Context: an optimization exercise on an open-source flow, tuned for small area. The choices shown serve that exercise and are no tape-out recipe.
Function was checked by simulation only, so behaviour that the tests miss may differ from the original.
The clock port is modelled as an ideal driver; clocking choices that lean on that would not hold on a real chip.
Power is estimated from default activity; no workload was simulated.

$ cat config.mk
export PLATFORM = sky130hd
export DESIGN_NAME = lacap
export DESIGN_NICKNAME = lacap
export VERILOG_FILES = /design/flow/design.v
export SDC_FILE = /design/flow/constraint.sdc
export NUM_CORES = 4
export LEC_CHECK = 0
export CAP_MARGIN = 20
export CORE_MARGIN = 2
export CORE_UTILIZATION = 40
export SLEW_MARGIN = 20
$ cat run.sh
#!/bin/bash
# synth_recipe.tcl (not shown) runs the flow's synth.tcl, then flattens the netlist and writes it again
# the make line also repeats each setting of config.mk as NAME=value (left out here)
make -C /OpenROAD-flow-scripts/flow DESIGN_CONFIG=/design/flow/config.mk WORK_HOME=/design/flow/orfs CLKGATE_MAP_FILE= SYNTH_SCRIPT=/design/flow/synth_recipe.tcl finish
$ cat design.v
module lacap_fifo #(
    parameter DEPTH = 8,
    parameter AW    = 3
) (
    input  wire        clk,
    input  wire        rst,
    input  wire        push,
    input  wire [31:0] push_data,
    input  wire        pop,
    input  wire        clear,
    output wire [31:0] head,
    output reg  [AW:0] level
);
    reg [31:0]   mem [0:DEPTH-1];
    reg [AW-1:0] rd_ptr;
    reg [AW-1:0] wr_ptr;
    assign head = mem[rd_ptr];
    always @(posedge clk) begin
        if (push)
            mem[wr_ptr] <= push_data;
    end
    always @(posedge clk) begin
        if (rst || clear) begin
            rd_ptr <= {AW{1'b0}};
            wr_ptr <= {AW{1'b0}};
            level  <= {(AW+1){1'b0}};
        end else begin
            if (push)
                wr_ptr <= wr_ptr + 1'b1;
            if (pop)
                rd_ptr <= rd_ptr + 1'b1;
            if (push && !pop)
                level <= level + 1'b1;
            else if (pop && !push)
                level <= level - 1'b1;
        end
    end
endmodule
module lacap_in_unit (
    input  wire [28:0] lines,
    input  wire [4:0]  in_base,        
    input  wire [4:0]  count_field,    
    input  wire [30:0] isr,            
    input  wire [4:0]  isr_count,      
    output wire        will_push,
    output wire [31:0] push_word,
    output wire [31:0] isr_next,
    output wire [4:0]  isr_count_next
);
    wire [5:0] total = {1'b0, isr_count} + {(count_field == 5'd0), count_field};
    assign will_push      = total[5];
    assign isr_count_next = total[4:0];
    wire [5:0]  ediff = {1'b0, isr_count} - {1'b0, in_base};
    wire [4:0]  e     = ediff[4:0];
    wire        nowrap = ediff[5];            
    wire [31:0] r0 = {3'b000, lines};
    wire [31:0] r1 = e[0] ? {r0[30:0], r0[31]}    : r0;
    wire [31:0] r2 = e[1] ? {r1[29:0], r1[31:30]} : r1;
    wire [31:0] r3 = e[2] ? {r2[27:0], r2[31:28]} : r2;
    wire [31:0] r4 = e[3] ? {r3[23:0], r3[31:24]} : r3;
    wire [31:0] r5 = e[4] ? {r4[15:0], r4[31:16]} : r4;
    wire [31:0] ge_c = ~32'd0 << isr_count;    
    wire [31:0] ge_e = ~32'd0 << e;            
    wire [31:0] real_line = nowrap ? (ge_c & ~ge_e) : (ge_c | ~ge_e);
    wire [31:0] vz = r5 & real_line;
    assign push_word = ({1'b0, isr} & ~ge_c) | (vz & ge_c);
    assign isr_next  = will_push ? vz : push_word;
endmodule
module lacap_bau (
    input  wire        sel_req,        
    input  wire [5:0]  pin_count,      
    input  wire [18:0] sample_count,   
    input  wire [4:0]  pin,
    input  wire [18:0] sample,
    output wire [19:0] word,           
    output wire [4:0]  offset
);
    wire [18:0] s   = sel_req ? sample_count : sample;
    wire [4:0]  add = sel_req ? 5'd31 : pin;
    wire [23:0] prod = pin_count[5] ? {s, 5'd0} : (pin_count[4:0] * s);
    wire [24:0] index = {1'b0, prod} + {20'd0, add};
    assign word   = index[24:5];
    assign offset = index[4:0];
endmodule
module lacap #(
    parameter [31:0] BASE = 32'h5020_0000
) (
    input  wire        clk,
    input  wire        rst,           
    input  wire        bus_valid,
    input  wire        bus_write,
    input  wire [8:0]  bus_addr,      
    input  wire [31:0] bus_wdata,
    output reg         bus_rvalid,
    output reg  [31:0] bus_rdata,
    input  wire [28:0] lines,
    output wire        mem_we,
    output wire [31:0] mem_addr,
    output wire [31:0] mem_wdata
);
    localparam FIFO_DEPTH = 8;
    localparam [31:0] RXQ_ADDR = BASE + 32'h20;
    localparam R_SU_CTRL      = 7'd0;
    localparam R_SU_STAT      = 7'd1;
    localparam R_SU_CLKDIV    = 7'd2;
    localparam R_SU_PINCTRL   = 7'd3;
    localparam R_SU_SHIFTCTRL = 7'd4;
    localparam R_SU_WRAP      = 7'd5;
    localparam R_SU_PC        = 7'd6;
    localparam R_SU_INSTR     = 7'd7;
    localparam R_SU_RXQ       = 7'd8;
    localparam R_SLOT_CLAIM   = 7'd9;
    localparam R_SLOT_RELEASE = 7'd10;
    localparam R_SLOT_STAT    = 7'd11;
    localparam R_LA_ERR       = 7'd12;
    localparam R_TE_READ      = 7'd64;
    localparam R_TE_WRITE     = 7'd65;
    localparam R_TE_COUNT     = 7'd66;
    localparam R_TE_CTRL      = 7'd67;
    localparam R_TE_DONE      = 7'd68;
    localparam R_GEO_PC       = 7'd80;
    localparam R_GEO_SC       = 7'd81;
    localparam R_BAU_PIN      = 7'd82;
    localparam R_BAU_SAMPLE   = 7'd83;
    localparam R_BAU_REQ      = 7'd84;
    localparam R_BAU_WORD     = 7'd85;
    localparam R_BAU_OFFSET   = 7'd86;
    reg  [15:0] imem [0:31];
    reg  [31:0] imem_ok;           
    reg         slot_out;          
    reg  [4:0]  su_pc;
    reg  [4:0]  wrap_bottom;
    reg  [4:0]  wrap_top;
    reg         su_en;
    reg  [4:0]  in_base;
    reg  [15:0] clkdiv_int;
    reg  [7:0]  clkdiv_frac;
    reg  [23:0] phase;
    reg  [30:0] isr;               
    reg  [4:0]  isr_count;
    reg         inj_valid;
    reg  [15:0] inj_instr;
    reg         inj_ok;
    reg         stalled;
    reg         su_fault;
    reg         err_cap, err_rel, err_ill, err_res, err_emp, err_seq;
    reg         te_rd_ok;          
    reg  [29:0] te_waddr;          
    reg  [31:0] te_count;
    reg  [31:0] te_done;
    reg         te_busy;
    reg  [5:0]  geo_pin_count;
    reg  [18:0] geo_sample_count;
    reg  [4:0]  bau_pin;
    reg  [18:0] bau_sample;
    wire [31:0] rxq_head;
    wire [3:0]  rxq_level;
    wire        rxq_empty = (rxq_level == 4'd0);
    wire        rxq_full  = rxq_level[3];
    wire [6:0]  widx    = bus_addr[8:2];
    wire        aligned = (bus_addr[1:0] == 2'b00);
    wire        is_imem = (widx[6:5] == 2'b01);
    wire        mapped  = aligned &&
                          ((widx <= R_LA_ERR) || is_imem ||
                           (widx >= R_TE_READ && widx <= R_TE_DONE) ||
                           (widx >= R_GEO_PC && widx <= R_BAU_OFFSET));
    wire        hw = bus_valid &&  bus_write;
    wire        hr = bus_valid && !bus_write;
    wire [31:0] v  = bus_wdata;
    wire        hwa = hw && aligned;
    wire        hi0 = (v[31:16] == 16'd0);
    wire        v_in   = (v[15:5] == 11'b010_00000_000);
    wire        v_wait = (v[15:8] == 8'b001_00000) && (v[6:5] == 2'd0) && (v[4:0] <= 5'd28);
    wire        v_ok   = v_in || v_wait;
    reg         w_seq;
    reg         w_bad;
    always @(*) begin
        w_seq = 1'b0;
        w_bad = 1'b0;
        case (widx)
            R_SU_CTRL:      w_bad = (v[31:3] != 29'd0);
            R_SU_CLKDIV:    begin w_seq = su_en; w_bad = (v[7:0] != 8'd0) || (v[31:16] == 16'd0); end
            R_SU_PINCTRL:   begin w_seq = su_en; w_bad = (v > 32'd28); end
            R_SU_SHIFTCTRL: begin w_seq = su_en; w_bad = (v != 32'd3); end
            R_SU_WRAP:      begin w_seq = su_en;
                                  w_bad = (v[31:13] != 19'd0) || (v[7:5] != 3'd0) || (v[4:0] > v[12:8]); end
            R_SU_PC:        begin w_seq = su_en; w_bad = (v > 32'd31); end
            R_SU_INSTR:     begin w_seq = su_en; w_bad = !hi0; end
            R_LA_ERR:       w_bad = !hi0;
            R_TE_READ:      begin w_seq = te_busy; w_bad = (v != RXQ_ADDR); end
            R_TE_WRITE:     begin w_seq = te_busy; w_bad = (v[1:0] != 2'b00); end
            R_TE_COUNT:     w_seq = te_busy;
            R_TE_CTRL:      begin
                                w_bad = (v[31:1] != 31'h1A);
                                w_seq = te_busy || (!w_bad && v[0] && !te_rd_ok);
                            end
            R_GEO_PC:       w_bad = (v == 32'd0) || (v > 32'd32);
            R_GEO_SC:       w_bad = (v > 32'd500000);
            R_BAU_PIN:      w_bad = (v > 32'd31);
            R_BAU_SAMPLE:   w_bad = (v > 32'd524287);
            default:        if (is_imem) begin w_seq = su_en; w_bad = !hi0; end
        endcase
    end
    wire w_ok = hwa && !w_seq && !w_bad;    
    wire rd_rxq   = hr && aligned && (widx == R_SU_RXQ);
    wire host_pop = rd_rxq && !rxq_empty;
    wire rd_claim = hr && aligned && (widx == R_SLOT_CLAIM);
    wire wr_rel   = hwa && (widx == R_SLOT_RELEASE);
    wire rel_ok   = slot_out && (v == 32'd0);
    wire [23:0] div256   = {clkdiv_int, clkdiv_frac};
    wire [24:0] phase_up = {1'b0, phase[23:8] + 17'd1, phase[7:0]};
    wire [25:0] phase_dn = {1'b0, phase_up} - {2'b00, div256};
    wire        su_run   = su_en && !su_fault;
    wire        tick     = su_run && !phase_dn[25];
    reg  [15:0] fetched;
    reg         fetched_ok;
    always @(*) begin
        fetched    = imem[su_pc];
        fetched_ok = imem_ok[su_pc];
    end
    wire [4:0]  i_low   = inj_valid ? inj_instr[4:0] : fetched[4:0];
    wire        i_pol   = inj_valid ? inj_instr[7]   : fetched[7];
    wire        i_wait  = inj_valid ? inj_instr[13]  : fetched[13];
    wire        i_ok    = inj_valid ? inj_ok         : fetched_ok;
    wire        is_in   = i_ok && !i_wait;
    wire        is_wait = i_ok &&  i_wait;
    wire [31:0] lines_ext = {3'b000, lines};
    wire        wait_ok = (lines_ext[i_low] == i_pol);
    wire        in_push;
    wire [31:0] in_word;
    wire [31:0] in_isr;
    wire [4:0]  in_count;
    lacap_in_unit u_in (
        .lines          (lines),
        .in_base        (in_base),
        .count_field    (i_low),
        .isr            (isr),
        .isr_count      (isr_count),
        .will_push      (in_push),
        .push_word      (in_word),
        .isr_next       (in_isr),
        .isr_count_next (in_count)
    );
    wire in_stall   = in_push && rxq_full;
    wire t_complete = tick && ((is_in && !in_stall) || (is_wait && wait_ok));
    wire t_stall    = tick && ((is_in && in_stall) || (is_wait && !wait_ok));
    wire t_illegal  = tick && !i_ok;
    wire su_push    = t_complete && is_in && in_push;
    wire te_step = te_busy && !rxq_empty && !rd_rxq;
    assign mem_we    = te_step;
    assign mem_addr  = {te_waddr, 2'b00};
    assign mem_wdata = rxq_head;
    wire ctrl_ok = w_ok && (widx == R_SU_CTRL);
    lacap_fifo #(.DEPTH(FIFO_DEPTH), .AW(3)) u_rxq (
        .clk       (clk),
        .rst       (rst),
        .push      (su_push),
        .push_data (in_word),
        .pop       (te_step || host_pop),
        .clear     (ctrl_ok && v[1]),
        .head      (rxq_head),
        .level     (rxq_level)
    );
    wire [19:0] bau_word;
    wire [4:0]  bau_offset;
    lacap_bau u_bau (
        .sel_req      (widx[1:0] == 2'b00),    
        .pin_count    (geo_pin_count),
        .sample_count (geo_sample_count),
        .pin          (bau_pin),
        .sample       (bau_sample),
        .word         (bau_word),
        .offset       (bau_offset)
    );
    wire [15:0] la_err = {6'd0, err_seq, 2'b00, err_emp, err_res, err_ill, err_rel, 1'b0, err_cap, 1'b0};
    wire        rd_instr = (widx == R_SU_INSTR);
    wire [4:0]  hr_addr  = rd_instr ? su_pc : widx[4:0];
    wire [15:0] hr_imem  = imem[hr_addr];
    reg [31:0] rdata;
    always @(*) begin
        rdata = 32'd0;
        if (aligned) begin
            case (widx)
                R_SU_CTRL:      rdata = {31'd0, su_en};
                R_SU_STAT:      rdata = {11'd0, isr_count, 5'd0, su_fault, inj_valid, stalled,
                                         rxq_level, 2'b00, rxq_full, rxq_empty};
                R_SU_CLKDIV:    rdata = {clkdiv_int, clkdiv_frac, 8'd0};
                R_SU_PINCTRL:   rdata = {27'd0, in_base};
                R_SU_SHIFTCTRL: rdata = 32'd3;
                R_SU_WRAP:      rdata = {19'd0, wrap_top, 3'd0, wrap_bottom};
                R_SU_PC:        rdata = {27'd0, su_pc};
                R_SU_INSTR:     rdata = {16'd0, inj_valid ? inj_instr : hr_imem};
                R_SU_RXQ:       rdata = rxq_empty ? 32'd0 : rxq_head;
                R_SLOT_CLAIM:   rdata = {32{slot_out}};
                R_SLOT_STAT:    rdata = {31'd0, slot_out};
                R_LA_ERR:       rdata = {16'd0, la_err};
                R_TE_READ:      rdata = te_rd_ok ? RXQ_ADDR : 32'd0;
                R_TE_WRITE:     rdata = {te_waddr, 2'b00};
                R_TE_COUNT:     rdata = te_count;
                R_TE_CTRL:      rdata = {te_busy, 31'h34};
                R_TE_DONE:      rdata = te_done;
                R_GEO_PC:       rdata = {26'd0, geo_pin_count};
                R_GEO_SC:       rdata = {13'd0, geo_sample_count};
                R_BAU_PIN:      rdata = {27'd0, bau_pin};
                R_BAU_SAMPLE:   rdata = {13'd0, bau_sample};
                R_BAU_REQ:      rdata = {12'd0, bau_word};
                R_BAU_WORD:     rdata = {12'd0, bau_word};
                R_BAU_OFFSET:   rdata = {27'd0, bau_offset};
                default:        if (is_imem) rdata = {16'd0, hr_imem};
            endcase
        end
    end
    always @(posedge clk) begin
        bus_rdata <= rdata;
        if (rst)
            bus_rvalid <= 1'b0;
        else
            bus_rvalid <= hr;
    end
    wire imem_we = w_ok && is_imem;
    integer k;
    always @(posedge clk) begin
        for (k = 0; k < 32; k = k + 1) begin
            if (rst) begin
                imem[k]    <= 16'h0000;
                imem_ok[k] <= 1'b0;
            end else if (imem_we && widx[4:0] == k) begin
                imem[k]    <= v[15:0];
                imem_ok[k] <= v_ok;
            end
        end
    end
    always @(posedge clk) begin
        if (t_complete && is_in)
            isr <= in_isr[30:0];
    end
    always @(posedge clk) begin
        if (rst) begin
            slot_out    <= 1'b0;
            su_pc       <= 5'd0;
            wrap_bottom <= 5'd0;
            wrap_top    <= 5'd31;
            su_en       <= 1'b0;
            in_base     <= 5'd0;
            clkdiv_int  <= 16'd1;
            clkdiv_frac <= 8'd0;
            phase       <= 24'd0;
            isr_count   <= 5'd0;
            inj_valid   <= 1'b0;
            inj_instr   <= 16'd0;
            inj_ok      <= 1'b0;
            stalled     <= 1'b0;
            su_fault    <= 1'b0;
            err_cap     <= 1'b0;
            err_rel     <= 1'b0;
            err_ill     <= 1'b0;
            err_res     <= 1'b0;
            err_emp     <= 1'b0;
            err_seq     <= 1'b0;
        end else begin
            if (su_run)
                phase <= tick ? phase_dn[23:0] : phase_up[23:0];
            if (t_complete) begin
                stalled <= 1'b0;
                if (inj_valid)
                    inj_valid <= 1'b0;
                else if (su_pc == wrap_top)
                    su_pc <= wrap_bottom;
                else
                    su_pc <= su_pc + 5'd1;
                if (is_in)
                    isr_count <= in_count;
            end
            if (t_stall)
                stalled <= 1'b1;
            if (t_illegal)
                su_fault <= 1'b1;
            if (rd_claim)
                slot_out <= 1'b1;
            if (wr_rel && rel_ok)
                slot_out <= 1'b0;
            if (ctrl_ok) begin
                if (v[2]) begin
                    isr_count <= 5'd0;
                    inj_valid <= 1'b0;
                    stalled   <= 1'b0;
                    su_fault  <= 1'b0;
                    phase     <= 24'd0;
                end
                su_en <= v[0];
            end
            if (w_ok && widx == R_SU_CLKDIV) begin
                clkdiv_int  <= v[31:16];
                clkdiv_frac <= v[15:8];
            end
            if (w_ok && widx == R_SU_PINCTRL)
                in_base <= v[4:0];
            if (w_ok && widx == R_SU_WRAP) begin
                wrap_bottom <= v[4:0];
                wrap_top    <= v[12:8];
            end
            if (w_ok && widx == R_SU_PC)
                su_pc <= v[4:0];
            if (w_ok && widx == R_SU_INSTR) begin
                inj_instr <= v[15:0];
                inj_ok    <= v_ok;
                inj_valid <= 1'b1;
            end
            if (w_ok && widx == R_LA_ERR) begin
                if (v[1]) err_cap <= 1'b0;
                if (v[3]) err_rel <= 1'b0;
                if (v[4]) err_ill <= 1'b0;
                if (v[5]) err_res <= 1'b0;
                if (v[6]) err_emp <= 1'b0;
                if (v[9]) err_seq <= 1'b0;
            end
            if (rd_claim && slot_out)             err_cap <= 1'b1;
            if (wr_rel && !rel_ok)                err_rel <= 1'b1;
            if (t_illegal)                        err_ill <= 1'b1;
            if ((bus_valid && !mapped) || (hw && mapped && !w_seq && w_bad))
                                                  err_res <= 1'b1;
            if (rd_rxq && rxq_empty)              err_emp <= 1'b1;
            if (hw && mapped && w_seq)            err_seq <= 1'b1;
        end
    end
    always @(posedge clk) begin
        if (rst) begin
            te_rd_ok         <= 1'b0;
            te_waddr         <= 30'd0;
            te_count         <= 32'd0;
            te_done          <= 32'd0;
            te_busy          <= 1'b0;
            geo_pin_count    <= 6'd1;
            geo_sample_count <= 19'd0;
            bau_pin          <= 5'd0;
            bau_sample       <= 19'd0;
        end else begin
            if (te_step) begin
                te_waddr <= te_waddr + 30'd1;
                te_count <= te_count - 32'd1;
                te_done  <= te_done + 32'd1;
                if (te_count == 32'd1)
                    te_busy <= 1'b0;
            end
            if (w_ok && widx == R_TE_READ)
                te_rd_ok <= 1'b1;
            if (w_ok && widx == R_TE_WRITE)
                te_waddr <= v[31:2];
            if (w_ok && widx == R_TE_COUNT)
                te_count <= v;
            if (w_ok && widx == R_TE_CTRL && v[0]) begin
                te_done <= 32'd0;
                te_busy <= (te_count != 32'd0);
            end
            if (w_ok && widx == R_GEO_PC)
                geo_pin_count <= v[5:0];
            if (w_ok && widx == R_GEO_SC)
                geo_sample_count <= v[18:0];
            if (w_ok && widx == R_BAU_PIN)
                bau_pin <= v[4:0];
            if (w_ok && widx == R_BAU_SAMPLE)
                bau_sample <= v[18:0];
        end
    end
endmodule
$ cat constraint.sdc
create_clock -name core_clock -period 12.0 [get_ports {clk}]
set_input_delay 2.4000 -clock core_clock [delete_from_list [all_inputs] [get_ports {clk}]]
set_output_delay 2.4000 -clock core_clock [all_outputs]
set_load 0.01 [all_outputs]
==> results.sh, run 1 <==
export IMPL_finalCritPeriodShare=0.807
export IMPL_synth_seq_cells=1123
export IMPL_rsz0062_at_grt="false"
export IMPL_clockBufferDepth=3
export IMPL_maxSlewHeadroom=0.164
export IMPL_grt_overflow=0
export IMPL_arrival_ns=10.33
export IMPL_clkLatencyLatePin_ns=0.80
export IMPL_avgSynthCellArea_sq_um=8.87
export IMPL_reg2reg_from="su_pc[1]"
export IMPL_clkSinkCount=1123
export IMPL_rows=142
export IMPL_finalWorstSetupSlack_ns=2.32
export IMPL_r2r_end="u_rxq.mem[4][31]"
export IMPL_yosysTopAreaCell="dfxtp_1"
export IMPL_stdcell_count=8816
export IMPL_antenna_left=0
export IMPL_synth_commonest_cells="dfxtp_1, nand2_1, nor2_1, a21oi_1, clkbuf_1"
export IMPL_initial_core_util=0.401
export IMPL_postSynthCellCount=6758
export IMPL_crit_path_start_kind="primary input"
export IMPL_antenna_found_initial=9
export IMPL_slowest_delay_ns=0.85
export IMPL_holdCritPathClass="reg2reg"
export IMPL_drc=0
export IMPL_wl_per_cell_um=29.1
export IMPL_power_density_nw_per_um2=122
export IMPL_coreArea_sq_um=149000
export IMPL_r2r_cells=24
export IMPL_postLayoutCoreUtil=0.455
export IMPL_synth_cell_types=104
export IMPL_vias_per_cell=6.32
export IMPL_cp_required_ns=12.64
export IMPL_cap_violations=0
export IMPL_ctsHtreeMaxLevel=4
export IMPL_path_clk_slew_ns=0.06
export IMPL_cp_end_kind="flop"
export IMPL_cts_made_buffers=131
export IMPL_clock_fmax_mhz=103
export IMPL_gp_congestion=0.978
export IMPL_fillers=14400
export IMPL_yosysSeqAreaShare=0.423
export IMPL_place_worst_setup_slack_ns=1.67
export IMPL_synthTopCellsByArea="dfxtp_1, edfxtp_1, mux2i_1"
export IMPL_final_layout_size_suffix_gt1_frac=0.104
export IMPL_synth_area_sq_um=60000
export IMPL_yosys_warnings=3
export IMPL_synth_top_area_frac=0.279
export IMPL_cts_setup_buffers=0
export IMPL_grt_pass1_vias=51600
export IMPL_hold_viol=0
export IMPL_wl_um=256000
export IMPL_drt_iter0_markers=7799
export IMPL_crit_start="bus_addr[2]"
export IMPL_cts_hold_buffers_added=0
export IMPL_cts_tree="yes"
export IMPL_die_area_sq_um=153000
export IMPL_crit_type="in2reg"
export IMPL_finalMaxSlewViolations=0
export IMPL_cp_endpoint="bus_rdata[18]"
export IMPL_switching_share=0.241
export IMPL_pwr_share_clk=0.486
export IMPL_grt_usage=0.326
export IMPL_die_y_um=391
export IMPL_cpMaxStageDelayCell="nor2_2"
export IMPL_fp_dieW_um=391
export IMPL_grt_max_degree=110
export IMPL_synthArstFlopShare=0
export IMPL_path_common_cell="fa_1"
export IMPL_switchingPower_w=0.00199
export IMPL_finalClockSkew_ns=0.0430
export IMPL_io_pins=172
export IMPL_vias=55700
export IMPL_setup_viol=0
export IMPL_setup_tns_ns=0
export IMPL_status="complete, no violations"
export IMPL_cts_resized_gates=0
export IMPL_layout_nets=6921
export IMPL_p_int_w=0.00628
export IMPL_syn_to_final_growth_pct=13.4
export IMPL_total_power_w=0.00827
export IMPL_ys_flop_type="dfxtp_1"
export IMPL_pwr_share_comb=0.045
export IMPL_root_buffer="clkbuf_16"
export IMPL_path_max_fanout=26
export IMPL_crit_chain="clkdlybuf4s50_1 -> buf_4 -> nor2_2 -> mux2i_1 -> nand2b_1 -> fa_1 -> fa_1 -> fa_1 -> inv_1 -> ha_1 -> nor2b_1 -> o21ai_0 -> a21oi_1 -> o21ai_0 -> a21oi_1 -> o311ai_0 -> nand4_1 -> nor3_1 -> and3_1 -> nor3b_1 -> xor2_1 -> o22ai_1"
export IMPL_grt_first_pass_wirelength_um=368000
export IMPL_peakVddDrop_uv=117
export IMPL_hpwl_um=173000
export IMPL_r2r_slack_ns=3.40
export IMPL_seqPwrFrac=0.469
export IMPL_first_pass_iters=7
export IMPL_dp_cells=8582
export IMPL_p_leak_nw=23.7
export IMPL_period_needed_ns=9.68
export IMPL_worst_pin_slew_ns=1.25
export IMPL_synth_edf_count=287
export IMPL_port_buffers=169
export IMPL_yosysMostFrequentCell="dfxtp_1"
-- cells in the final DEF (no fill, tap or decap), types with 19 or more instances in the layout --
master | synthesis | final
xor2_1 | 65 | 62
nand4_1 | 75 | 75
nand3_1 | 286 | 285
inv_1 | 161 | 161
nor2_2 | 6 | 19
edfxtp_1 | 287 | 287
nand2b_1 | 48 | 48
mux2i_1 | 340 | 340
dfxtp_1 | 836 | 829
a31oi_1 | 48 | 47
o22ai_1 | 23 | 22
a221oi_1 | 97 | 97
and2_1 | 50 | 49
mux2_2 | 84 | 84
clkbuf_16 | 0 | 133
o211ai_1 | 27 | 27
a22o_1 | 83 | 83
a21oi_1 | 614 | 614
nor2_1 | 738 | 720
mux4_2 | 81 | 81
nand2_1 | 803 | 803
nor2b_1 | 73 | 72
nor3_1 | 105 | 82
a21o_1 | 47 | 46
a211oi_1 | 63 | 63
buf_4 | 8 | 194
nor3_2 | 2 | 20
clkdlybuf4s50_1 | 0 | 152
clkbuf_1 | 456 | 34
nor4_1 | 29 | 28
a222oi_1 | 38 | 38
ha_1 | 92 | 91
fa_1 | 56 | 56
and3_1 | 55 | 54
nor3b_1 | 27 | 25
clkbuf_8 | 0 | 19
a22oi_1 | 159 | 159
xnor2_1 | 80 | 76
o21ai_0 | 274 | 270
-- power groups by stage --
stage	Sequential (W)	Combinational [W]	Clock, W
2_1_floorplan	0.00396	0.000176	0
3_3_place_gp	0.00396	0.000350	0
3_5_place_dp	0.00396	0.000352	0
4_1_cts	0.00388	0.000353	0.00405
5_1_grt	0.00388	0.000374	0.00420
6_report	0.00388	0.000369	0.00402
-- through the flow --
step	area, sq um	hold WS, ns
finish	68000	0.455
global route	68000	0.467
CTS	68000	0.454
detailed placement	63700	0.446
global placement	63700	0.441
floorplan	60000	0.432
-- worst min-delay path by stage --
stage               slack (ns)          from  cells past startpoint            to
floorplan                 0.43       err_cap                      2       err_cap
global placement          0.44    imem[3][9]                      2    imem[3][9]
detailed placement        0.45  imem[10][12]                      2  imem[10][12]
CTS                       0.45  imem[10][12]                      2  imem[10][12]
global route              0.47   imem[3][14]                      2   imem[3][14]
finish                    0.45   imem[3][11]                      2   imem[3][11]
-- worst max-delay path, delay by kind of cell --
| family | cells | cell delay, ns |
|---|---|---|
| simple gates | 7 | 2.85 |
| fa+ha+maj | 4 | 1.84 |
| compound gates | 6 | 1.78 |
| buf+inv | 3 | 0.69 |
| mux | 1 | 0.58 |
| xor+xnor | 1 | 0.17 |
-- kinds of logic (layout without fill, tap and decap cells) --
logic type / count (synthesis) / count (layout) / synth area share
AOI/OAI and AO/OA: 1679 / 1679 / 0.181
xor gates and xnor gates: 146 / 146 / 0.0214
adders and majority gates: 160 / 160 / 0.0399
buffers and inverters: 731 / 769 / 0.0481
DFF: 1123 / 1123 / 0.423
muxes: 506 / 506 / 0.103
other: 1 / 5 / 0.0000625
and+or+nand+nor: 2412 / 2412 / 0.184
-- state kept, by name, indices dropped and copies added, names as in the netlist, 6 cells and up, named ones only --
| register | flops |
|---|---|
| clkdiv_int | 16 |
| bau_sample | 19 |
| isr | 31 |
| geo_sample_count | 19 |
| phase | 24 |
| bus_rdata | 32 |
| te_done | 32 |
| inj_instr | 16 |
| clkdiv_frac | 8 |
| imem_ok | 32 |
| geo_pin_count | 6 |
| te_waddr | 30 |
| u_rxq.mem | 256 |
| imem | 512 |
| te_count | 32 |
-- metal layers --
metal	vias to the layer above	track usage	share of wire
met5	-	0	0.00028
met4	10	0.164	0.057
met3	750	0.0862	0.12
met2	3605	0.485	0.43
met1	27000	0.435	0.40
li1	24300	-	-
-- area by class of cell --
cell class | instances | area, sq um | area share
clock buffers | 186 | 3720 | 0.0547
flip-flops and latches | 1123 | 25400 | 0.373
repair buffers | 366 | 3120 | 0.0459
inverters | 172 | 651 | 0.00957
clock inverters | 45 | 519 | 0.00763
multi-input cells | 4905 | 32100 | 0.472
well taps | 2016 | 2520 | 0.0371
diodes | 3 | 7.51 | 0.000110
==> run 2, diff against run 1 <==
--- a/design.v
+++ b/design.v
@@ -13,20 +13,32 @@
 );
-    reg [31:0]   mem [0:DEPTH-1];
-    reg [AW-1:0] rd_ptr;
-    reg [AW-1:0] wr_ptr;
-    assign head = mem[rd_ptr];
-    always @(posedge clk) begin
-        if (push)
-            mem[wr_ptr] <= push_data;
+    reg [31:0]      mem [0:DEPTH-1];
+    reg [DEPTH-1:0] rd_oh;
+    reg [DEPTH-1:0] wr_oh;
+    reg [31:0] h;
+    integer i;
+    always @(*) begin
+        h = 32'd0;
+        for (i = 0; i < DEPTH; i = i + 1)
+            h = h | (mem[i] & {32{rd_oh[i]}});
     end
+    assign head = h;
+    genvar g;
+    generate
+        for (g = 0; g < DEPTH; g = g + 1) begin : w
+            always @(posedge clk) begin
+                if (push && wr_oh[g])
+                    mem[g] <= push_data;
+            end
+        end
+    endgenerate
     always @(posedge clk) begin
         if (rst || clear) begin
-            rd_ptr <= {AW{1'b0}};
-            wr_ptr <= {AW{1'b0}};
-            level  <= {(AW+1){1'b0}};
+            rd_oh <= {{(DEPTH-1){1'b0}}, 1'b1};
+            wr_oh <= {{(DEPTH-1){1'b0}}, 1'b1};
+            level <= {(AW+1){1'b0}};
         end else begin
             if (push)
-                wr_ptr <= wr_ptr + 1'b1;
+                wr_oh <= {wr_oh[DEPTH-2:0], wr_oh[DEPTH-1]};
             if (pop)
-                rd_ptr <= rd_ptr + 1'b1;
+                rd_oh <= {rd_oh[DEPTH-2:0], rd_oh[DEPTH-1]};
             if (push && !pop)
@@ -46,3 +58,4 @@
     output wire [31:0] push_word,
-    output wire [31:0] isr_next,
+    output wire [31:0] new_bits,       
+    output wire [30:0] isr_load,       
     output wire [4:0]  isr_count_next
@@ -52,6 +65,4 @@
     assign isr_count_next = total[4:0];
-    wire [5:0]  ediff = {1'b0, isr_count} - {1'b0, in_base};
-    wire [4:0]  e     = ediff[4:0];
-    wire        nowrap = ediff[5];            
-    wire [31:0] r0 = {3'b000, lines};
+    wire [4:0]  e  = isr_count - in_base;
+    wire [31:0] r0 = {3'b000, lines & (~29'd0 << in_base)};
     wire [31:0] r1 = e[0] ? {r0[30:0], r0[31]}    : r0;
@@ -61,8 +72,6 @@
     wire [31:0] r5 = e[4] ? {r4[15:0], r4[31:16]} : r4;
+    assign new_bits = r5;
     wire [31:0] ge_c = ~32'd0 << isr_count;    
-    wire [31:0] ge_e = ~32'd0 << e;            
-    wire [31:0] real_line = nowrap ? (ge_c & ~ge_e) : (ge_c | ~ge_e);
-    wire [31:0] vz = r5 & real_line;
-    assign push_word = ({1'b0, isr} & ~ge_c) | (vz & ge_c);
-    assign isr_next  = will_push ? vz : push_word;
+    assign push_word = ({1'b0, isr} & ~ge_c) | (r5 & ge_c);
+    assign isr_load  = ge_c[30:0] | {31{will_push}};
 endmodule
@@ -79,4 +88,3 @@
     wire [4:0]  add = sel_req ? 5'd31 : pin;
-    wire [23:0] prod = pin_count[5] ? {s, 5'd0} : (pin_count[4:0] * s);
-    wire [24:0] index = {1'b0, prod} + {20'd0, add};
+    wire [24:0] index = pin_count * s + add;
     assign word   = index[24:5];
@@ -127,4 +135,2 @@
     localparam R_BAU_OFFSET   = 7'd86;
-    reg  [15:0] imem [0:31];
-    reg  [31:0] imem_ok;           
     reg         slot_out;          
@@ -214,8 +220,19 @@
     wire        tick     = su_run && !phase_dn[25];
-    reg  [15:0] fetched;
-    reg         fetched_ok;
-    always @(*) begin
-        fetched    = imem[su_pc];
-        fetched_ok = imem_ok[su_pc];
-    end
+    wire        rd_instr = (widx == R_SU_INSTR);
+    wire [15:0] fetched;
+    wire        fetched_ok;
+    wire [15:0] hr_imem;
+    lacap_imem u_imem (
+        .clk      (clk),
+        .rst      (rst),
+        .we       (w_ok && is_imem),
+        .waddr    (widx[4:0]),
+        .wdata    (v[15:0]),
+        .wok      (v_ok),
+        .raddr    (rd_instr ? su_pc : widx[4:0]),
+        .rdata    (hr_imem),
+        .faddr    (su_pc),
+        .fdata    (fetched),
+        .fok      (fetched_ok)
+    );
     wire [4:0]  i_low   = inj_valid ? inj_instr[4:0] : fetched[4:0];
@@ -230,3 +247,4 @@
     wire [31:0] in_word;
-    wire [31:0] in_isr;
+    wire [31:0] in_bits;
+    wire [30:0] in_load;
     wire [4:0]  in_count;
@@ -240,3 +258,4 @@
         .push_word      (in_word),
-        .isr_next       (in_isr),
+        .new_bits       (in_bits),
+        .isr_load       (in_load),
         .isr_count_next (in_count)
@@ -275,5 +294,2 @@
     wire [15:0] la_err = {6'd0, err_seq, 2'b00, err_emp, err_res, err_ill, err_rel, 1'b0, err_cap, 1'b0};
-    wire        rd_instr = (widx == R_SU_INSTR);
-    wire [4:0]  hr_addr  = rd_instr ? su_pc : widx[4:0];
-    wire [15:0] hr_imem  = imem[hr_addr];
     reg [31:0] rdata;
@@ -319,18 +335,7 @@
     end
-    wire imem_we = w_ok && is_imem;
-    integer k;
+    integer b;
     always @(posedge clk) begin
-        for (k = 0; k < 32; k = k + 1) begin
-            if (rst) begin
-                imem[k]    <= 16'h0000;
-                imem_ok[k] <= 1'b0;
-            end else if (imem_we && widx[4:0] == k) begin
-                imem[k]    <= v[15:0];
-                imem_ok[k] <= v_ok;
-            end
-        end
-    end
-    always @(posedge clk) begin
-        if (t_complete && is_in)
-            isr <= in_isr[30:0];
+        for (b = 0; b < 31; b = b + 1)
+            if (t_complete && is_in && in_load[b])
+                isr[b] <= in_bits[b];
     end
@@ -465 +470,34 @@
 endmodule
+module lacap_imem (
+    input  wire        clk,
+    input  wire        rst,
+    input  wire        we,
+    input  wire [4:0]  waddr,
+    input  wire [15:0] wdata,
+    input  wire        wok,
+    input  wire [4:0]  raddr,
+    output wire [15:0] rdata,
+    input  wire [4:0]  faddr,
+    output wire [15:0] fdata,       
+    output wire        fok
+);
+    reg  [15:0] mem [0:31];
+    reg  [31:0] ok;
+    wire [15:0] d  = wdata & {16{~rst}};
+    wire        dk = wok & ~rst;
+    genvar g;
+    generate
+        for (g = 0; g < 32; g = g + 1) begin : w
+            wire en = rst | (we && waddr == g);
+            always @(posedge clk) begin
+                if (en) begin
+                    mem[g] <= d;
+                    ok[g]  <= dk;
+                end
+            end
+        end
+    endgenerate
+    assign rdata = mem[raddr];
+    assign fdata = mem[faddr];
+    assign fok   = ok[faddr];
+endmodule
--- a/config.mk
+++ b/config.mk
@@ -9,3 +9,6 @@
 export CORE_MARGIN = 2
-export CORE_UTILIZATION = 40
+export CORE_UTILIZATION = 65
+export CTS_BUF_LIST = sky130_fd_sc_hd__clkbuf_8
+export CTS_CLUSTER_DIAMETER = 80
+export CTS_CLUSTER_SIZE = 12
 export SLEW_MARGIN = 20
==> run 2 against run 1 <==
Effect of this change:
- combinational power is about 30% higher
- maximum frequency increased by 6.5%
- die area fell by 43%
- clock skew increased by 0.024 ns
- global-route usage up 11 points
- hold slack better by 0.0052 ns
- first-iteration DRC count is 0.74% lower
- sequential share of layout area is 14 points higher
- register-to-register slack barely moved
- design area fell by 11%
- highest routed layer unchanged
==> results.sh, run 2 <==
export IMPL_crit_start="bus_addr[3]"
export IMPL_hold_slack_ns=0.460
export IMPL_wl_um=194000
export IMPL_finalCritPeriodShare=0.758
export IMPL_rsz0062_at_grt="false"
export IMPL_vias=45500
export IMPL_die_y_um=296
export IMPL_path_clk_slew_ns=0.09
export IMPL_clkLatencyLatePin_ns=0.84
export IMPL_postSynthCellCount=4958
export IMPL_slowest_delay_ns=0.81
export IMPL_path_max_fanout=30
export IMPL_coreArea_sq_um=85000
export IMPL_drt_iter0_markers=7741
export IMPL_clockBufferDepth=3
export IMPL_final_layout_size_suffix_gt1_frac=0.0854
export IMPL_crit_path_start_kind="primary input"
export IMPL_pwr_share_clk=0.306
export IMPL_die_area_sq_um=87900
export IMPL_grt_busiest_layer="met2"
export IMPL_final_common_cell="edfxtp_1"
export IMPL_gp_congestion=1.02
export IMPL_setup_viol=0
export IMPL_cp_required_ns=12.68
export IMPL_setup_tns_ns=0
export IMPL_use_met1=0.608
export IMPL_clock_fmax_mhz=110
export IMPL_clkSinkCount=1130
export IMPL_cts_made_buffers=105
export IMPL_path_common_cell="fa_1"
export IMPL_largest_reg_flops=512
export IMPL_layout_common_cells="edfxtp_1, nand2_1, nor2_1"
export IMPL_synth_top_area_frac=0.449
export IMPL_worst_pin_slew_ns=1.32
export IMPL_maxSlewHeadroom=0.115
export IMPL_yosysMostFrequentCell="edfxtp_1"
export IMPL_finalClockSkew_ns=0.0668
export IMPL_hold_viol=0
export IMPL_wl_per_cell_um=31.0
export IMPL_regMostFlops="u_imem.mem"
export IMPL_grt_pass1_vias=42500
export IMPL_pwr_share_comb=0.068
export IMPL_synthTopCellsByArea="edfxtp_1, dfxtp_1, a22oi_1"
export IMPL_grt_max_degree=99
export IMPL_p_leak_nw=21.2
export IMPL_seqPwrFrac=0.626
export IMPL_grt_first_pass_wirelength_um=281000
export IMPL_synth_area_sq_um=55600
export IMPL_cap_violations=0
export IMPL_hpwl_um=129000
export IMPL_cts_hold_buffers_added=0
export IMPL_synth_commonest_cells="edfxtp_1, nand2_1, nor2_1, dfxtp_1, a21oi_1"
export IMPL_synth_edf_count=831
export IMPL_synth_seq_cells=1130
export IMPL_p_int_w=0.00531
export IMPL_io_pins=172
export IMPL_switching_share=0.247
export IMPL_cp_end_kind="flop"
export IMPL_crit_type="in2reg"
export IMPL_rows=107
export IMPL_total_power_w=0.00706
export IMPL_path_buf_inv=3
export IMPL_grt_overflow=0
export IMPL_reg_top3="u_imem.mem x512, u_rxq.mem x256"
export IMPL_initial_core_util=0.654
export IMPL_drc=0
export IMPL_met3_usage=0.150
export IMPL_hold_start="inj_instr[11]"
export IMPL_yosysTopAreaCell="edfxtp_1"
export IMPL_syn_to_final_growth_pct=9.16
export IMPL_switchingPower_w=0.00174
export IMPL_finalMaxSlewViolations=0
export IMPL_grt_use_met2=0.624
export IMPL_period_needed_ns=9.09
export IMPL_synth_fa_ha_area_frac=0.0518
export IMPL_root_buffer="clkbuf_8"
export IMPL_synth_xor_area_frac=0.0186
export IMPL_synthArstFlopShare=0
export IMPL_status="complete, no violations"
export IMPL_antenna_left=0
export IMPL_ys_flop_type="edfxtp_1"
export IMPL_layout_nets=5309
export IMPL_ctsHtreeMaxLevel=3
export IMPL_synth_simple_area_share=0.132
export IMPL_fp_dieW_um=296
export IMPL_holdCritPathClass="reg2reg"
export IMPL_postLayoutCoreUtil=0.714
export IMPL_port_buffers=169
export IMPL_reg2reg_from="su_pc[0]"
export IMPL_antenna_found_initial=9
export IMPL_peakVddDrop_uv=115
export IMPL_cts_setup_buffers=0
export IMPL_cts_tree="yes"
export IMPL_synth_cell_types=100
export IMPL_vias_per_cell=7.25
export IMPL_yosys_warnings=5
export IMPL_cpMaxStageDelayCell="nor2_4"
export IMPL_crit_family="compound AO/OA/AOI/OAI gates"
export IMPL_arrival_ns=9.77
export IMPL_avgSynthCellArea_sq_um=11.2
export IMPL_grt_usage=0.437
export IMPL_synth_top_family_by_area="compound AO/OA/AOI/OAI gates"
export IMPL_synth_compound_area_frac=0.173
export IMPL_first_pass_iters=12
export IMPL_synthMuxAreaShare=0.0367
export IMPL_yosysSeqAreaShare=0.556
export IMPL_cts_resized_gates=0
export IMPL_power_density_nw_per_um2=116
[run 2: cell types whose count changed after synthesis, sizes merged, moves of 170 or more]
| cell | change |
|---|---|
| clkbuf | -170 |
| dfxtp | -537 |
| mux2i | -214 |
| nand2 | -377 |
| edfxtp | +544 |
| a21oi | -319 |
| nor2 | -339 |
[run 2: cells by family after synthesis]
group                    count (synthesis)
AND/OR/NAND/NOR                       1531
XOR/XNOR                               117
AO/OA/AOI/OAI                         1358
buffers and inverters                  451
other                                    1
adder cells (fa/ha/maj)                185
flip-flops                            1130
multiplexers                           185
[run 2: worst paths after layout]
check        cells past startpoint             end  slack, ns
min                              2   inj_instr[11]       0.46
max reg2reg                     31  u_rxq.level[3]       3.39
min reg2reg                      2   inj_instr[11]       0.46
max                             25   bus_rdata[19]       2.91
[run 2: worst reg2reg max path: cells and delay by family (launching register included)]
kind,cells,cell delay (ns)
flops,1,0.47
xor+xnor,3,0.43
simple gates,7,2.18
buf+inv,9,2.08
fa+ha+maj,4,1.11
compound gates,8,2.20
[run 2: final cells by class]
cell class | count | area (sq um)
Antenna cell | 9 | 22.5
Clock buffer | 107 | 1470
Inverter | 117 | 442
Multi-Input combinational cell | 3378 | 23200
Sequential cell | 1130 | 30900
Timing Repair Buffer | 318 | 2820
Clock inverter | 67 | 319
Fill cell | 6146 | 24300
Tap cell | 1144 | 1430
[run 2: metrics by stage]
step	setup slack [ns]	std cells	cell area [sq um]
floorplan	3.07	4959	55600
global placement	2.18	6085	58800
detailed placement	2.08	6086	58800
CTS	2.92	6260	60600
global route	2.43	6264	60700
finish	2.91	6270	60700
[run 2: per-layer routing]
metal	routed length, um	up-vias
met4	9800	6
met5	29	-
met3	31100	699
li1	-	19100
met1	71300	21900
met2	82100	3746
[run 2: power groups by stage]
stage	registers (W)	clock network (W)	logic (W)
floorplan	0.00448	0	0.000234
global placement	0.00450	0	0.000450
detailed placement	0.00450	0	0.000455
CTS	0.00442	0.00215	0.000457
global route	0.00443	0.00228	0.000491
finish	0.00442	0.00216	0.000479
==> run 3, diff against run 2 <==
==> flow/run.sh (new file) <==
#!/bin/bash
# Layout flow: the standard ORFS flow (standard synthesis, floorplan,
# tap cells and power grid unchanged), with two changes:
#  - ports are buffered with sky130_fd_sc_hd__buf_1 instead of the larger
#    cell buffer_ports picks by default (every port still gets a buffer);
#  - clock tree synthesis uses clkbuf_8 with sink clusters of at most 12
#    flip-flops, and inserts no dummy loads;
# Each tool's full output goes to ORFS's own logs (orfs/logs) and the make
# output to flow_make.log in the work folder.
set -euo pipefail
cd "$(dirname "${BASH_SOURCE[0]}")/.."
export BUFFER_PORTS_ARGS="-buffer_cell sky130_fd_sc_hd__buf_1"
export CTS_ARGS="-sink_clustering_enable -repair_clock_nets -dont_use_dummy_load -buf_list sky130_fd_sc_hd__clkbuf_8 -sink_clustering_size 12 -sink_clustering_max_diameter 80"
bash standard.sh > flow_make.log 2>&1
==> standard.sh (new file) <==
#!/bin/bash
# synth_recipe.tcl (not shown) runs the flow's synth.tcl, then flattens the netlist and writes it again
# the make line also repeats each setting of config.mk as NAME=value (left out here)
make -C /OpenROAD-flow-scripts/flow DESIGN_CONFIG=/design/flow/config.mk WORK_HOME=/design/flow/orfs CLKGATE_MAP_FILE= SYNTH_SCRIPT=/design/flow/synth_recipe.tcl "${@:-finish}"
--- a/config.mk
+++ b/config.mk
@@ -10,5 +10,2 @@
 export CORE_UTILIZATION = 65
-export CTS_BUF_LIST = sky130_fd_sc_hd__clkbuf_8
-export CTS_CLUSTER_DIAMETER = 80
-export CTS_CLUSTER_SIZE = 12
 export SLEW_MARGIN = 20
removed: run.sh
==> run 3 against run 2 <==
Effect of this change:
- clock-buffer cell count down 2
- synthesized cell count stayed put
- sequential power is essentially flat
- design area decreased by 2.3%
- worst setup slack improved by 0.043 ns
- first-iteration DRC count rose by 0.62%
- largest power group unchanged
- highest routed layer unchanged
- flip-flop and latch count stayed put
==> results.sh, run 3 <==
export IMPL_path_common_cell="fa_1"
export IMPL_die_area_sq_um=87900
export IMPL_pwr_share_clk=0.293
export IMPL_grt_use_met2=0.609
export IMPL_yosysTopAreaCell="edfxtp_1"
export IMPL_synth_seq_cells=1130
export IMPL_cts_tree="yes"
export IMPL_synth_edf_count=831
export IMPL_io_pins=172
export IMPL_regMostFlops="u_imem.mem"
export IMPL_clock_fmax_mhz=111
export IMPL_coreArea_sq_um=85000
export IMPL_period_needed_ns=9.05
export IMPL_status="complete, no violations"
export IMPL_root_buffer="clkbuf_8"
export IMPL_fp_dieW_um=296
export IMPL_grt_pass1_vias=41700
export IMPL_p_leak_nw=20.5
export IMPL_grt_max_degree=99
export IMPL_vias=45200
export IMPL_grt_first_pass_wirelength_um=278000
export IMPL_maxSlewHeadroom=0.149
export IMPL_hold_viol=0
export IMPL_port_buffers=169
export IMPL_yosysMostFrequentCell="edfxtp_1"
export IMPL_setup_tns_ns=0
export IMPL_clkLatencyLatePin_ns=0.78
export IMPL_clkSinkCount=1130
export IMPL_yosysSeqAreaShare=0.556
export IMPL_clockBufferDepth=3
export IMPL_use_met1=0.613
export IMPL_antenna_found_initial=8
export IMPL_rows=107
export IMPL_drc=0
export IMPL_power_density_nw_per_um2=116
export IMPL_slowest_delay_ns=0.63
export IMPL_holdCritPathClass="reg2reg"
export IMPL_rsz0062_at_grt="false"
export IMPL_synth_cell_types=100
export IMPL_largest_reg_flops=512
export IMPL_cts_resized_gates=0
export IMPL_die_y_um=296
export IMPL_cp_end_kind="flop"
export IMPL_finalClockSkew_ns=0.0593
export IMPL_layout_nets=5309
export IMPL_drt_iter0_markers=7789
export IMPL_postLayoutCoreUtil=0.698
export IMPL_wl_um=194000
export IMPL_peakVddDrop_uv=142
export IMPL_final_layout_size_suffix_gt1_frac=0.0844
export IMPL_grt_usage=0.433
export IMPL_p_int_w=0.00524
export IMPL_initial_core_util=0.654
export IMPL_grt_busiest_layer="met1"
export IMPL_cp_required_ns=12.62
export IMPL_grt_overflow=0
export IMPL_switchingPower_w=0.00167
export IMPL_seqPwrFrac=0.640
export IMPL_postSynthCellCount=4958
export IMPL_avgSynthCellArea_sq_um=11.2
export IMPL_synth_area_sq_um=55600
export IMPL_hpwl_um=130000
export IMPL_first_pass_iters=13
export IMPL_cap_violations=0
export IMPL_synthArstFlopShare=0
export IMPL_crit_path_start_kind="primary input"
export IMPL_cts_setup_buffers=0
export IMPL_path_clk_slew_ns=0.08
export IMPL_layout_common_cells="edfxtp_1, nand2_1, nor2_1"
export IMPL_cts_made_buffers=105
export IMPL_synthTopCellsByArea="edfxtp_1, dfxtp_1, a22oi_1"
export IMPL_finalMaxSlewViolations=0
export IMPL_crit_type="in2reg"
export IMPL_finalCritPeriodShare=0.754
export IMPL_wl_per_cell_um=31.3
export IMPL_yosys_warnings=5
export IMPL_syn_to_final_growth_pct=6.67
export IMPL_vias_per_cell=7.29
export IMPL_switching_share=0.241
export IMPL_cpMaxStageDelayCell="mux2i_1"
export IMPL_gp_congestion=1.03
export IMPL_ctsHtreeMaxLevel=3
export IMPL_path_max_fanout=21
export IMPL_pwr_share_comb=0.067
export IMPL_antenna_left=0
export IMPL_reg_top3="u_imem.mem x512, u_rxq.mem x256"
export IMPL_synth_commonest_cells="edfxtp_1, nand2_1, nor2_1, dfxtp_1, a21oi_1"
export IMPL_setup_viol=0
export IMPL_ys_flop_type="edfxtp_1"
export IMPL_synth_top_area_frac=0.449
export IMPL_met3_usage=0.146
export IMPL_worst_pin_slew_ns=1.27
export IMPL_arrival_ns=9.67
export IMPL_cts_hold_buffers_added=0
export IMPL_final_common_cell="edfxtp_1"
-- run 3: changes by cell type in the layout (fill, tap and decap cells not counted), moves of 3 or more --
| cell | before | now |
|---|---|---|
| and2_2 | 5 | 8 |
| and2_4 | 3 | 0 |
| buf_1 | 0 | 168 |
| clkbuf_8 | 108 | 105 |
| clkdlybuf4s50_1 | 168 | 0 |
| clkinv_8 | 3 | 0 |
| inv_1 | 170 | 111 |
| nor2b_2 | 5 | 2 |
| nor2b_4 | 4 | 7 |
-- run 3: per-layer routing --
| layer | part of all wire | vias to the layer above |
|---|---|---|
| met2 | 0.41 | 3712 |
| met3 | 0.16 | 693 |
| met1 | 0.37 | 21800 |
| li1 | - | 19000 |
| met5 | 0.00012 | - |
| met4 | 0.051 | 4 |
-- run 3: kinds of logic after synthesis --
| logic type | after synthesis | synth area share |
|---|---|---|
| muxes | 185 | 0.0367 |
| AOI/OAI and AO/OA | 1358 | 0.173 |
| DFF | 1130 | 0.556 |
| and+or+nand+nor | 1531 | 0.132 |
| xor gates and xnor gates | 117 | 0.0186 |
| buffers and inverters | 451 | 0.0314 |
| adders and majority gates | 185 | 0.0518 |
| other | 1 | 0.0000674 |
-- run 3: critical path: cells and delay by family --
kind                       cells  cell delay, ns
muxes                          1            0.63
adders and majority gates      5            2.16
buffers and inverters          4            0.93
AOI/OAI and AO/OA             11            2.59
xor gates and xnor gates       1            0.14
and+or+nand+nor                4            0.77
-- run 3: area by class of cell --
| class | count | area (sq um) |
|---|---|---|
| inverters | 117 | 442 |
| clock buffers | 105 | 1450 |
| fillers | 6221 | 25700 |
| repair buffers | 318 | 1760 |
| diodes | 8 | 20.0 |
| multi-input cells | 3378 | 23300 |
| well taps | 1144 | 1430 |
| flip-flops and latches | 1130 | 30900 |
-- run 3: worst paths after layout --
check / start / end / slack, ns / cells after the start
hold / removal: inj_instr[11] / inj_instr[11] / 0.46 / 2
setup reg to reg: su_pc[0] / u_rxq.level[3] / 3.28 / 30
hold reg to reg: inj_instr[11] / inj_instr[11] / 0.46 / 2
setup / recovery: bus_addr[2] / bus_rdata[19] / 2.95 / 26
-- run 3: stage by stage --
step	power [W]	std cells	hold WS (ns)	setup slack, ns	instance area [sq um]
3_3_place_gp	0.00493	6086	0.437	2.36	57800
5_1_grt	0.00704	6195	0.477	2.53	59300
6_report	0.00691	6200	0.460	2.95	59300
4_1_cts	0.00687	6192	0.459	3.05	59200
2_1_floorplan	0.00471	4959	0.428	3.07	55600
3_5_place_dp	0.00494	6087	0.447	2.26	57800
-- run 3: power by group through the flow --
| stage | clock [W] | combinational, W | sequential (W) |
|---|---|---|---|
| 3_5_place_dp | 0 | 0.000437 | 0.00450 |
| 3_3_place_gp | 0 | 0.000431 | 0.00450 |
| 2_1_floorplan | 0 | 0.000234 | 0.00448 |
| 4_1_cts | 0.00201 | 0.000439 | 0.00442 |
| 5_1_grt | 0.00214 | 0.000473 | 0.00443 |
| 6_report | 0.00202 | 0.000463 | 0.00442 |
==> run 4, diff against run 3 <==
--- a/design.v
+++ b/design.v
@@ -88,3 +88,18 @@
     wire [4:0]  add = sel_req ? 5'd31 : pin;
-    wire [24:0] index = pin_count * s + add;
+    wire [5:0]  p   = pin_count;
+    wire        one0 = p[0];
+    wire        two0 = p[1] & ~p[0];
+    wire        neg0 = p[1];
+    wire        one1 = p[2] ^ p[1];
+    wire        two1 = (p[3] & ~p[2] & ~p[1]) | (~p[3] & p[2] & p[1]);
+    wire        neg1 = p[3] & ~(p[2] & p[1]);
+    wire        one2 = p[4] ^ p[3];
+    wire        two2 = p[5] | (p[4] & p[3]);
+    wire [19:0] m0 = ({1'b0, s} & {20{one0}}) | ({s, 1'b0} & {20{two0}});
+    wire [19:0] m1 = ({1'b0, s} & {20{one1}}) | ({s, 1'b0} & {20{two1}});
+    wire [19:0] m2 = ({1'b0, s} & {20{one2}}) | ({s, 1'b0} & {20{two2}});
+    wire [24:0] r0 = {{5{neg0}}, m0 ^ {20{neg0}}};
+    wire [24:0] r1 = {{3{neg1}}, m1 ^ {20{neg1}}, 2'b00};
+    wire [24:0] r2 = {1'b0, m2, 4'b0000};
+    wire [24:0] index = r0 + r1 + r2 + {20'd0, add} + {24'd0, neg0} + {22'd0, neg1, 2'b00};
     assign word   = index[24:5];
==> flow/run.sh (replaced) <==
#!/bin/bash
# Layout flow: the standard ORFS flow (standard synthesis, floorplan,
# tap cells and power grid unchanged), with two changes:
#  - ports are buffered with sky130_fd_sc_hd__buf_1 instead of the larger
#    cell buffer_ports picks by default (every port still gets a buffer);
#  - clock tree synthesis uses clkbuf_8 with sink clusters of at most 15
#    flip-flops, and inserts no dummy loads.
# Each tool's full output goes to ORFS's own logs (orfs/logs) and the make
# output to flow_make.log in the work folder.
set -euo pipefail
cd "$(dirname "${BASH_SOURCE[0]}")/.."
export BUFFER_PORTS_ARGS="-buffer_cell sky130_fd_sc_hd__buf_1"
export CTS_ARGS="-sink_clustering_enable -repair_clock_nets -dont_use_dummy_load -buf_list sky130_fd_sc_hd__clkbuf_8 -sink_clustering_size 15 -sink_clustering_max_diameter 80"
bash standard.sh > flow_make.log 2>&1
==> run 4 against run 3 <==
Effect of this change:
- still clean
- sequential power hardly changed
- synthesized cell count is 0.14% lower
- non-clock buffer count is 16 higher
- worst setup slack worse by 0.49 ns
- global-route usage is 1.3 points higher
- maximum frequency is 5.1% lower
- clock power is 7% lower
- flip-flop and latch count stayed put
- routed wire length is 2.4% higher
- cell count is 0.19% lower
- highest routed layer unchanged
==> results.sh, run 4 <==
export IMPL_setup_viol=0
export IMPL_antenna_left=0
export IMPL_synth_edf_count=831
export IMPL_avgSynthCellArea_sq_um=11.1
export IMPL_reg2reg_from="su_pc[0]"
export IMPL_vias_per_cell=7.38
export IMPL_cts_made_buffers=89
export IMPL_postSynthCellCount=4951
export IMPL_synth_cell_types=105
export IMPL_path_buf_inv=2
export IMPL_layout_nets=5253
export IMPL_port_buffers=169
export IMPL_yosysSeqAreaShare=0.562
export IMPL_r2r_slack_ns=3.60
export IMPL_path_clk_slew_ns=0.05
export IMPL_status="complete, no violations"
export IMPL_crit_family="compound AO/OA/AOI/OAI gates"
export IMPL_crit_path_start_kind="primary input"
export IMPL_die_area_sq_um=87100
export IMPL_clkLatencyLatePin_ns=0.76
export IMPL_grt_max_degree=79
export IMPL_fin_area_sq_um=58700
export IMPL_worst_pin_slew_ns=1.21
export IMPL_cts_resized_gates=0
export IMPL_gp_congestion=1.08
export IMPL_grt_first_pass_wirelength_um=283000
export IMPL_peakVddDrop_uv=126
export IMPL_crit_type="in2reg"
export IMPL_fp_dieW_um=295
export IMPL_r2r_cells=28
export IMPL_hold_slack_ns=0.447
export IMPL_ctsHtreeMaxLevel=3
export IMPL_path_common_cell="o21ai_0"
export IMPL_clock_fmax_mhz=105
export IMPL_path_max_fanout=32
export IMPL_layout_common_cells="edfxtp_1, nand2_1, nor2_1"
export IMPL_hold_end="inj_instr[5]"
export IMPL_wl_um=199000
export IMPL_synth_commonest_cells="edfxtp_1, nand2_1, nor2_1, a21oi_1, dfxtp_1"
export IMPL_yosysTopAreaCell="edfxtp_1"
export IMPL_clockBufferDepth=3
export IMPL_syn_to_final_growth_pct=6.61
export IMPL_final_layout_size_suffix_gt1_frac=0.0905
export IMPL_reg_top3="u_imem.mem x512, u_rxq.mem x256"
export IMPL_synth_top_area_frac=0.453
export IMPL_finalCritPeriodShare=0.795
export IMPL_wl_per_cell_um=32.1
export IMPL_rows=106
export IMPL_grt_pass1_vias=41700
export IMPL_first_pass_iters=11
export IMPL_hpwl_um=133000
export IMPL_finalMaxSlewViolations=0
export IMPL_cts_tree="yes"
export IMPL_setup_tns_ns=0
export IMPL_synthTopCellsByArea="edfxtp_1, dfxtp_1, a22oi_1"
export IMPL_rsz0062_at_grt="false"
export IMPL_antenna_found_initial=10
export IMPL_hold_path_depth=2
export IMPL_synthArstFlopShare=0
export IMPL_placement_cell_area_sq_um=57400
export IMPL_yosys_warnings=5
export IMPL_finalClockSkew_ns=0.121
export IMPL_die_y_um=295
export IMPL_cpMaxStageDelayCell="nor2_4"
export IMPL_cts_hold_buffers_added=0
export IMPL_io_pins=172
export IMPL_ys_flop_type="edfxtp_1"
export IMPL_holdCritPathClass="reg2reg"
export IMPL_p_leak_nw=19.8
export IMPL_hold_viol=0
export IMPL_coreArea_sq_um=83800
export IMPL_initial_core_util=0.657
export IMPL_period_needed_ns=9.54
export IMPL_r2r_end="u_rxq.level[3]"
export IMPL_drt_iter0_markers=8435
export IMPL_path_depth=30
export IMPL_drc=0
export IMPL_cp_end_kind="flop"
export IMPL_fillers=6246
export IMPL_synth_seq_cells=1130
export IMPL_yosysMostFrequentCell="edfxtp_1"
export IMPL_clkSinkCount=1130
export IMPL_maxSlewHeadroom=0.189
export IMPL_final_common_cell="edfxtp_1"
export IMPL_vias=45700
export IMPL_grt_usage=0.446
export IMPL_grt_overflow=0
export IMPL_largest_reg_flops=512
export IMPL_root_buffer="clkbuf_8"
export IMPL_cp_required_ns=12.59
export IMPL_arrival_ns=10.13
export IMPL_hold_start="inj_instr[5]"
export IMPL_slowest_delay_ns=0.86
export IMPL_power_density_nw_per_um2=116
export IMPL_cap_violations=0
export IMPL_cts_setup_buffers=0
export IMPL_regMostFlops="u_imem.mem"
export IMPL_synth_area_sq_um=55100
run 4: cell types whose count changed after synthesis, sizes merged, moves of 33 or more:
cell	before	now
a22oi	295	246
fa	75	8
a22o	66	102
o22ai	16	50
nor2b	143	51
nor3	69	102
xnor2	63	111
run 4: metrics by stage:
| stage | cells | worst slack [ns] | total power, W | utilization |
|---|---|---|---|---|
| 2_1_floorplan | 4952 | 2.84 | 0.00471 | - |
| 3_3_place_gp | 6094 | 2.09 | 0.00494 | 0.685 |
| 3_5_place_dp | 6095 | 1.85 | 0.00496 | 0.685 |
| 4_1_cts | 6184 | 2.53 | 0.00673 | 0.699 |
| 5_1_grt | 6185 | 1.87 | 0.00690 | 0.700 |
| 6_report | 6188 | 2.46 | 0.00678 | 0.700 |
run 4: cell type report:
class | count | area [sq um] | area share
diodes | 4 | 10.0 | 0.000171
repair buffers | 334 | 1870 | 0.0319
multi-input cells | 3388 | 22800 | 0.389
well taps | 1134 | 1420 | 0.0242
flip-flops and latches | 1130 | 30900 | 0.527
clock buffers | 89 | 1220 | 0.0209
inverters | 109 | 410 | 0.00699
run 4: worst max-delay path by stage:
stage,startpoint,end
6_report,bus_addr[3],bus_rdata[19]
5_1_grt,bus_addr[3],bus_rdata[19]
4_1_cts,bus_addr[3],bus_rdata[19]
3_5_place_dp,bus_addr[3],bus_rdata[19]
3_3_place_gp,bus_addr[3],bus_rdata[19]
2_1_floorplan,bus_addr[3],bus_rdata[19]
run 4: kinds of logic (layout without fill, tap and decap cells):
family                   count (synthesis)  in the layout  share of synthesized area
adder cells (fa/ha/maj)                129            129                     0.0303
AND/OR/NAND/NOR                       1451           1451                      0.125
multiplexers                           204            204                     0.0412
other                                    1              6                  0.0000681
AO/OA/AOI/OAI                         1425           1425                      0.183
buffers and inverters                  434            532                     0.0311
flip-flops                            1130           1130                      0.562
XOR/XNOR                               177            177                     0.0283
run 4: tightest hold or removal path, cell delays in order, from the launching register on:
cell     delay [ns]
dfxtp_1        0.30
nand2_1        0.05
a21oi_1        0.05
run 4: per-layer routing:
| metal | wire (um) | vias to the layer above | global-route usage | share of wire |
|---|---|---|---|---|
| li1 | - | 19200 | - | - |
| met1 | 72200 | 21900 | 0.620 | 0.36 |
| met2 | 81100 | 3823 | 0.624 | 0.41 |
| met3 | 33500 | 753 | 0.167 | 0.17 |
| met4 | 11500 | 18 | 0.201 | 0.058 |
| met5 | 182 | - | 0.00499 | 0.00092 |
run 4: where the power goes:
group	leakage (nW)	switching, W	internal [W]
Sequential	10.2	0.0000716	0.00435
Combinational	8.97	0.000366	0.000120
Clock	0.640	0.00121	0.000662
==> run 5, diff against run 4 <==
--- a/flow/run.sh
+++ b/flow/run.sh
@@ -2,3 +2,3 @@
 # Layout flow: the standard ORFS flow (standard synthesis, floorplan,
-# tap cells and power grid unchanged), with two changes:
+# tap cells and power grid unchanged), with three changes:
 #  - ports are buffered with sky130_fd_sc_hd__buf_1 instead of the larger
@@ -6,3 +6,5 @@
 #  - clock tree synthesis uses clkbuf_8 with sink clusters of at most 15
-#    flip-flops, and inserts no dummy loads.
+#    flip-flops, and inserts no dummy loads;
+#  - after clock tree synthesis, gates off the critical paths are sized
+#    down (repair_timing -recover_power, flow/recover.tcl).
 # Each tool's full output goes to ORFS's own logs (orfs/logs) and the make
@@ -13,2 +15,3 @@
 export CTS_ARGS="-sink_clustering_enable -repair_clock_nets -dont_use_dummy_load -buf_list sky130_fd_sc_hd__clkbuf_8 -sink_clustering_size 15 -sink_clustering_max_diameter 80"
+export POST_CTS_TCL="$PWD/flow/recover.tcl"
 bash standard.sh > flow_make.log 2>&1
==> flow/recover.tcl (new file) <==
# Sourced at the end of ORFS's cts step (POST_CTS_TCL): size down gates
# that have timing slack to spare, then legalize the placement again.
estimate_parasitics -placement
report_design_area
repair_timing -recover_power 100 -verbose
detailed_placement
check_placement -verbose
estimate_parasitics -placement
report_worst_slack
report_design_area
==> run 5 against run 4 <==
Effect of this change:
- largest power group unchanged
- flip-flop and latch count stayed put
- critical endpoint unchanged
- first-iteration DRC count is 3.0% higher
- register-to-register slack worse by 0.58 ns
- highest routed layer unchanged
- clock-buffer cell count stayed put
- largest cell class unchanged
==> results.sh, run 5 <==
export IMPL_status="complete, no violations"
export IMPL_synth_top_area_frac=0.453
export IMPL_synth_seq_cells=1130
export IMPL_coreArea_sq_um=83800
export IMPL_cp_required_ns=12.59
export IMPL_vias=46000
export IMPL_wl_per_cell_um=32.0
export IMPL_antenna_found_initial=13
export IMPL_yosysSeqAreaShare=0.562
export IMPL_crit_type="in2reg"
export IMPL_path_common_cell="o21ai_0"
export IMPL_grt_pass1_vias=41800
export IMPL_synthArstFlopShare=0
export IMPL_fillers=6222
export IMPL_synth_area_sq_um=55100
export IMPL_layout_common_cells="edfxtp_1, nand2_1, nor2_1"
export IMPL_arrival_ns=10.22
export IMPL_rows=106
export IMPL_postSynthCellCount=4951
export IMPL_final_common_cell="edfxtp_1"
export IMPL_finalClockSkew_ns=0.109
export IMPL_synth_edf_count=831
export IMPL_worst_pin_slew_ns=1.25
export IMPL_rsz0062_at_grt="false"
export IMPL_die_area_sq_um=87100
export IMPL_peakVddDrop_uv=125
export IMPL_hpwl_um=133000
export IMPL_wl_um=199000
export IMPL_multi_input_area_sq_um=22800
export IMPL_final_layout_size_suffix_gt1_frac=0.0850
export IMPL_vias_per_cell=7.40
export IMPL_yosysMostFrequentCell="edfxtp_1"
export IMPL_finalMaxSlewViolations=0
export IMPL_regArea_sq_um=30900
export IMPL_synth_commonest_cells="edfxtp_1, nand2_1, nor2_1, a21oi_1, dfxtp_1"
export IMPL_synthTopCellsByArea="edfxtp_1, dfxtp_1, a22oi_1"
export IMPL_setup_viol=0
export IMPL_layout_nets=5276
export IMPL_hold_slack_ns=0.452
export IMPL_path_max_fanout=32
export IMPL_ys_flop_type="edfxtp_1"
export IMPL_finalCritPeriodShare=0.802
export IMPL_slowest_delay_ns=0.87
export IMPL_grt_max_degree=79
export IMPL_avgSynthCellArea_sq_um=11.1
export IMPL_maxSlewHeadroom=0.168
export IMPL_grt_usage=0.447
export IMPL_first_pass_iters=13
export IMPL_grt_overflow=0
export IMPL_fp_dieW_um=295
export IMPL_path_clk_slew_ns=0.05
export IMPL_grt_first_pass_wirelength_um=283000
export IMPL_syn_to_final_growth_pct=7.18
export IMPL_drc=0
export IMPL_period_needed_ns=9.63
export IMPL_largest_reg_flops=512
export IMPL_cts_tree="yes"
export IMPL_regMostFlops="u_imem.mem"
export IMPL_setup_tns_ns=0
export IMPL_clkSinkCount=1130
export IMPL_gp_congestion=1.08
export IMPL_io_pins=172
export IMPL_yosys_warnings=5
export IMPL_initial_core_util=0.657
export IMPL_dp_cells=6095
export IMPL_hold_viol=0
export IMPL_antenna_left=0
export IMPL_cap_violations=0
export IMPL_cp_end_kind="flop"
export IMPL_drt_iter0_markers=8684
export IMPL_clock_fmax_mhz=104
==> run 5: final cells by class <==
class	count	area share
Inverter	109	0.00695
Timing Repair Buffer	357	0.0374
Clock buffer	89	0.0208
Tap cell	1134	0.0240
Multi-Input combinational cell	3388	0.386
Antenna cell	10	0.000424
Sequential cell	1130	0.524
==> run 5: per-stage QoR <==
step	cell area (sq um)	worst slack [ns]	power (W)	utilization
after floorplan	55100	2.84	0.00471	-
after global placement	57400	2.09	0.00494	0.685
after detailed placement	57400	1.85	0.00496	0.685
after global routing	59000	1.88	0.00691	0.704
final	59000	2.37	0.00679	0.704
==> run 5: path summary, 6_finish.rpt <==
kind	from	to	slack, ns	cells after the start
max	bus_addr[3]	bus_rdata[19]	2.37	30
min	inj_instr[5]	inj_instr[5]	0.45	2
max reg2reg	su_pc[0]	u_rxq.level[3]	3.02	28
min reg2reg	inj_instr[5]	inj_instr[5]	0.45	2
==> run 5: kinds of logic after synthesis <==
logic type / count (synthesis) / share of synthesized area
buf+inv: 434 / 0.0311
fa+ha+maj: 129 / 0.0303
mux: 204 / 0.0412
xor+xnor: 177 / 0.0283
compound gates: 1425 / 0.183
simple gates: 1451 / 0.125
flops: 1130 / 0.562
other cells: 1 / 0.0000681
==> run 5: where the power goes <==
| group | leakage [nW] | switching [W] | internal, W |
|---|---|---|---|
| clock | 0.640 | 0.00121 | 0.000663 |
| sequential | 10.2 | 0.0000715 | 0.00435 |
| combinational | 9.10 | 0.000370 | 0.000129 |
==> run 5: critical path, delay by kind of cell <==
kind | cells | cell delay [ns]
AO/OA/AOI/OAI | 18 | 3.72
AND/OR/NAND/NOR | 4 | 1.72
adder cells (fa/ha/maj) | 4 | 1.23
multiplexers | 1 | 0.59
buffers and inverters | 2 | 0.40
XOR/XNOR | 1 | 0.13
==> run 5: metal layers <==
| layer | wire length [um] | vias to the layer above | part of all wire | track usage |
|---|---|---|---|---|
| met1 | 71900 | 22100 | 0.36 | 0.620 |
| met5 | 273 | - | 0.0014 | 0.00499 |
| met4 | 10900 | 20 | 0.055 | 0.199 |
| li1 | - | 19200 | - | - |
| met3 | 33900 | 762 | 0.17 | 0.169 |
| met2 | 82200 | 3942 | 0.41 | 0.625 |
